Source: an optimization exercise on an open RTL-to-GDS flow (aim: small area, a short achievable clock period and few clock cycles). Production flows keep margins and buffers that such runs may drop.
The RTL was checked by simulation tests, not by an equivalence proof against the original design.
Power is estimated from default activity; no workload was simulated.

## the reference run
Design intq_mm, start of the top module:
module intq_mm (
    input  wire        clk,
    input  wire        rst,           
    input  wire        start,
    input  wire [2:0]  mode,          
    input  wire [15:0] rows,
    input  wire [15:0] cols,
    input  wire [31:0] src0,          
    input  wire [31:0] src1,          
    input  wire [31:0] bias_base,     
    input  wire [31:0] out_base,      
    input  wire [31:0] thr_base,      
    input  wire [15:0] thr_stride,
    input  wire [7:0]  z_a,
    input  wire [7:0]  z_out,
    input  wire [31:0] fold_m,
    input  wire [7:0]  fold_n,
    output wire        busy,
    output reg         done,
    output wire [31:0] result,
    output wire        mem_req,
    output wire        mem_we,
    output wire [31:0] mem_addr,
    output wire [31:0] mem_wdata,
    output wire [3:0]  mem_wstrb,
    input  wire        mem_gnt,
    input  wire        mem_rvalid,
    input  wire [31:0] mem_rdata
);
For scale: about 10,000 cells after synthesis, roughly 1,500 flip-flops, ~410 I/O pins, ~100,000 um2 of cells after synthesis.
==> flow/config.mk <==
export PLATFORM = sky130hd
export DESIGN_NAME = intq_mm
export DESIGN_NICKNAME = intq_mm
export VERILOG_FILES = /design/flow/design.v
export SDC_FILE = /design/flow/constraint.sdc
export NUM_CORES = 4
export LEC_CHECK = 0
export CAP_MARGIN = 20
export CORE_MARGIN = 2
export CORE_UTILIZATION = 40
export PLACE_DENSITY = 0.6
export SLEW_MARGIN = 20
==> flow/constraint.sdc <==
create_clock -name core_clock -period 16.0 [get_ports {clk}]
set_input_delay 3.2000 -clock core_clock [delete_from_list [all_inputs] [get_ports {clk}]]
set_output_delay 3.2000 -clock core_clock [all_outputs]
set_load 0.01 [all_outputs]
run.sh (not shown) runs the stock make flow with config.mk's settings and CLKGATE_MAP_FILE= SYNTH_SCRIPT=/design/flow/synth_recipe.tcl, a recipe that flattens the netlist after the stock synthesis.
Testbench counts of the reference run, summed over its fixed seeds: cycles 73,245.
## Diff of input files: the trial run against the reference run
--- a/flow/design.v
+++ b/flow/design.v
@@ -55,15 +55,14 @@
     localparam [2:0] I_BIAS0 = 3'd0, I_BIAS1 = 3'd1, I_ACT0 = 3'd2, I_ACT1 = 3'd3, I_THR = 3'd4,
                      I_DONE = 3'd5;
     localparam [2:0] OP_BIAS = 3'd0, OP_WGT = 3'd1, OP_ACT0 = 3'd2, OP_ACT1 = 3'd3, OP_THR = 3'd4;
     localparam [2:0] P_WA0 = 3'd0, P_WA1 = 3'd1, P_ACT = 3'd2, P_BIA = 3'd3, P_TW = 3'd4,
                      P_TL = 3'd5, P_OA0 = 3'd6, P_OA1 = 3'd7;
     localparam TGW = 14;
     reg [2:0]  iph;
-    reg        is_a1;              
     reg [15:0] ir;                 
     reg [15:0] k;                  
     reg [15:0] kr;                 
     reg        kz;                 
     reg [15:0] klast;              
     reg [15:0] dofs;               
     reg [15:0] kd;                 
@@ -136,15 +135,15 @@
     wire        rq_free = !rq_v || mem_gnt;
     wire        pl_take = pl_v && !sk_v && (pl_we || tq_n != 3'd4);
     wire        pl_room = !pl_v || pl_take;
     wire [2:0]  tq_n_up = tq_n + ((pl_take && !pl_we) ? 3'd1 : 3'd0);
     wire [2:0]  tq_n_dn = tq_n_up - 3'd1;
     reg         nx_v, nx_we;
     reg [2:0]   nx_sel;
-    wire [31:2] nx_aa = sb0 + {14'd0, is_a1 ? kd : k};
+    wire [31:2] nx_aa = sb0 + {14'd0, (iph == I_ACT1) ? kd : k};
     reg [TGW-1:0] nx_tag;
     always @(*) begin
         nx_v   = 1'b0;
         nx_we  = 1'b0;
         nx_sel = P_WA0;
         nx_tag = {OP_WGT, 11'd0};
         if (state == S_RUN) begin
@@ -194,24 +193,20 @@
     wire        plan = pl_room && nx_v;
     reg  [31:0] ad_a, ad_b;
     always @(*) begin
         ad_a = ({32{pl_oh[P_WA0]}} & {wa0, 2'b00}) | ({32{pl_oh[P_WA1]}} & {wa1, 2'b00}) |
                ({32{pl_oh[P_ACT]}} & {pl_aa, 2'b00}) | ({32{pl_oh[P_BIA]}} & {bia, 2'b00}) |
                ({32{pl_tw}}        & {tw, pl_tl & ht, 1'b0}) |
                ({32{pl_oh[P_OA0]}} & oa0)          | ({32{pl_oh[P_OA1]}} & oa1);
+        ad_b = {29'd0, pl_inc4, 2'd0} |
+               ({32{pl_oh[P_TL]}}  & {{14{tinc[17]}}, tinc}) |
+               ({32{pl_oh[P_OA0]}} & 32'd1) | ({32{pl_oh[P_OA1]}} & {16'd0, pinc});
     end
+    wire [31:0] ad_sum  = ad_a + ad_b;
     wire [31:0] ad_addr = ad_a;
-    wire [31:2] wp_sel = ({30{pl_oh[P_WA0]}} & wa0) | ({30{pl_oh[P_WA1]}} & wa1) |
-                         ({30{pl_oh[P_BIA]}} & bia) | ({30{pl_oh[P_TW]}}  & tw);
-    wire [31:2] wp_inc = wp_sel + 30'd1;
-    wire [31:0] ob_a   = ({32{pl_oh[P_TL]}}  & {tw, ht, 1'b0}) | ({32{pl_oh[P_OA0]}} & oa0) |
-                         ({32{pl_oh[P_OA1]}} & oa1);
-    wire [31:0] ob_b   = ({32{pl_oh[P_TL]}}  & {{14{tinc[17]}}, tinc}) |
-                         ({32{pl_oh[P_OA0]}} & 32'd1) | ({32{pl_oh[P_OA1]}} & {16'd0, pinc});
-    wire [31:0] ad_sum = ob_a + ob_b;
     wire [31:0] rs1_sum = rs1 + {14'd0, rsinc};
     reg  [TGW-1:0] t0;             
     wire [2:0]  t0_op  = t0[13:11];
     wire        t0_ln  = t0[10];
     wire        t0_swp = t0[9];
     reg         rv;
     reg [31:0]  d0;
@@ -448,15 +443,14 @@
                 kz     <= 1'b1;
                 rr     <= rows;
                 tk     <= 3'd0;
                 tl     <= 1'b0;
                 swp    <= 1'b1;
                 pr     <= 16'd0;
                 iph    <= I_BIAS0;
-                is_a1  <= 1'b0;
                 if (start && rows == 16'd0) begin
                     done <= 1'b1;
                 end else if (start) begin
                     state  <= S_SET0;
                     busy_r <= 1'b1;
                 end
             end
@@ -498,18 +492,18 @@
             rq_byte <= sk_v ? sk_byte : pl_byte;
             sk_v    <= 1'b0;
         end else if (pl_take) begin
             sk_v    <= 1'b1;
         end
         if (pl_take) begin
             case (pl_sel)
-                P_WA0: wa0 <= wp_inc;
-                P_WA1: wa1 <= wp_inc;
-                P_BIA: bia <= wp_inc;
-                P_TW:  tw  <= wp_inc;
+                P_WA0: wa0 <= ad_sum[31:2];
+                P_WA1: wa1 <= ad_sum[31:2];
+                P_BIA: bia <= ad_sum[31:2];
+                P_TW:  tw  <= ad_sum[31:2];
                 P_TL:  begin tw <= ad_sum[31:2]; ht <= ad_sum[1]; end
                 P_OA0: oa0 <= ad_sum;
                 P_OA1: oa1 <= ad_sum;
                 default: ;
             endcase
             if (pl_swp) begin
                 if (!rfirst) wa0 <= wa1;
@@ -565,21 +559,17 @@
                             wq1 <= win8 ? {4'b0010, x1n} : {3'b010, x1n, 1'b0};
                             iph <= pair_last ? I_DONE : I_BIAS0;
                         end
                     end
                     I_ACT0: begin
                         if (need_w0)           wq0 <= wq0 - wstep;
                         else if (need_w1 && two) wq1 <= wq1 - wstep;
-                        else begin
-                            iph   <= I_ACT1;
-                            is_a1 <= 1'b1;
-                        end
+                        else                   iph <= I_ACT1;
                     end
                     I_ACT1: begin
-                        is_a1 <= 1'b0;
                         if (k_last) begin
                             k   <= 16'd0;
                             kd  <= dofs;
                             kz  <= 1'b1;
                             kr  <= klast;
                             if (pol) begin
                                 iph <= I_THR;
@@ -745,12 +735,11 @@
             tq_n  <= 3'd0;
             v1    <= 1'b0;
             v2    <= 1'b0;
             xfer  <= 1'b0;
             rph   <= R_IDLE;
             wph   <= 2'd0;
             iph   <= I_DONE;
-            is_a1 <= 1'b0;
             rq_claim <= 1'b0;
         end
     end
 endmodule
--- outcome ---
The trial run has completed all stages; timing, DRC and antenna checks passed. Taking the reference run as the reference, in the trial run cell area saw a decrease, relative area change from synthesis to final layout saw an increase, distinct cell type count after synthesis saw a decrease, power in the clock group saw a decrease. The higher area of the die came out of the reference run. Initial antenna violation count was lower in the run labelled the reference run. Count of TritonRoute iterations in the first routing pass (the trial run over the reference run): increase, 1. Looking at data required time at the worst endpoint across the reference run and the trial run, the one that comes out lower is the trial run. The trial run vs the reference run — total power climbed by more than 10%. Status: share of the synthesized netlist area taken by xor and xnor gates parity (the reference run, the trial run). Compared to the reference run, the routing of the trial run uses less wire. Re depth of the CTS H-tree: no difference whatsoever between the reference run and the trial run. Looking at share of power burned in combinational logic across the reference run and the trial run, the one that comes out lower is the reference run.
Testbench counts of the trial run, summed over its fixed seeds: cycles 73,245.

[port drivers added, routing unchanged]
In the flow no input, the clock included, has a driving cell. The finished layouts below were timed again as built, in two steps. Step 1, drivers: a clkbuf_16 drives clk and a buf_2 each remaining input, both assumed. Step 2 moves the port delays by t, midway between the first and last clock arrival at a register: inputs arrive t later, outputs are due t later. That takes back most of the time a late clock gives input paths. a / b / c = ideal ports / drivers / drivers and shift; a / b = the first two.
run	t (ns)	slack for setup (ns)	hold slack, ns	worst setup path after step 2	clock arrival spread, ns
the reference run	0.944	10.567 / 10.567 / 10.567	0.311 / 0.311 / 0.311	register to register	0.092 / 0.092
the trial run	0.930	10.382 / 10.382 / 10.382	0.315 / 0.315 / 0.315	register to register	0.072 / 0.071
After both steps setup and hold are still met in every run listed.
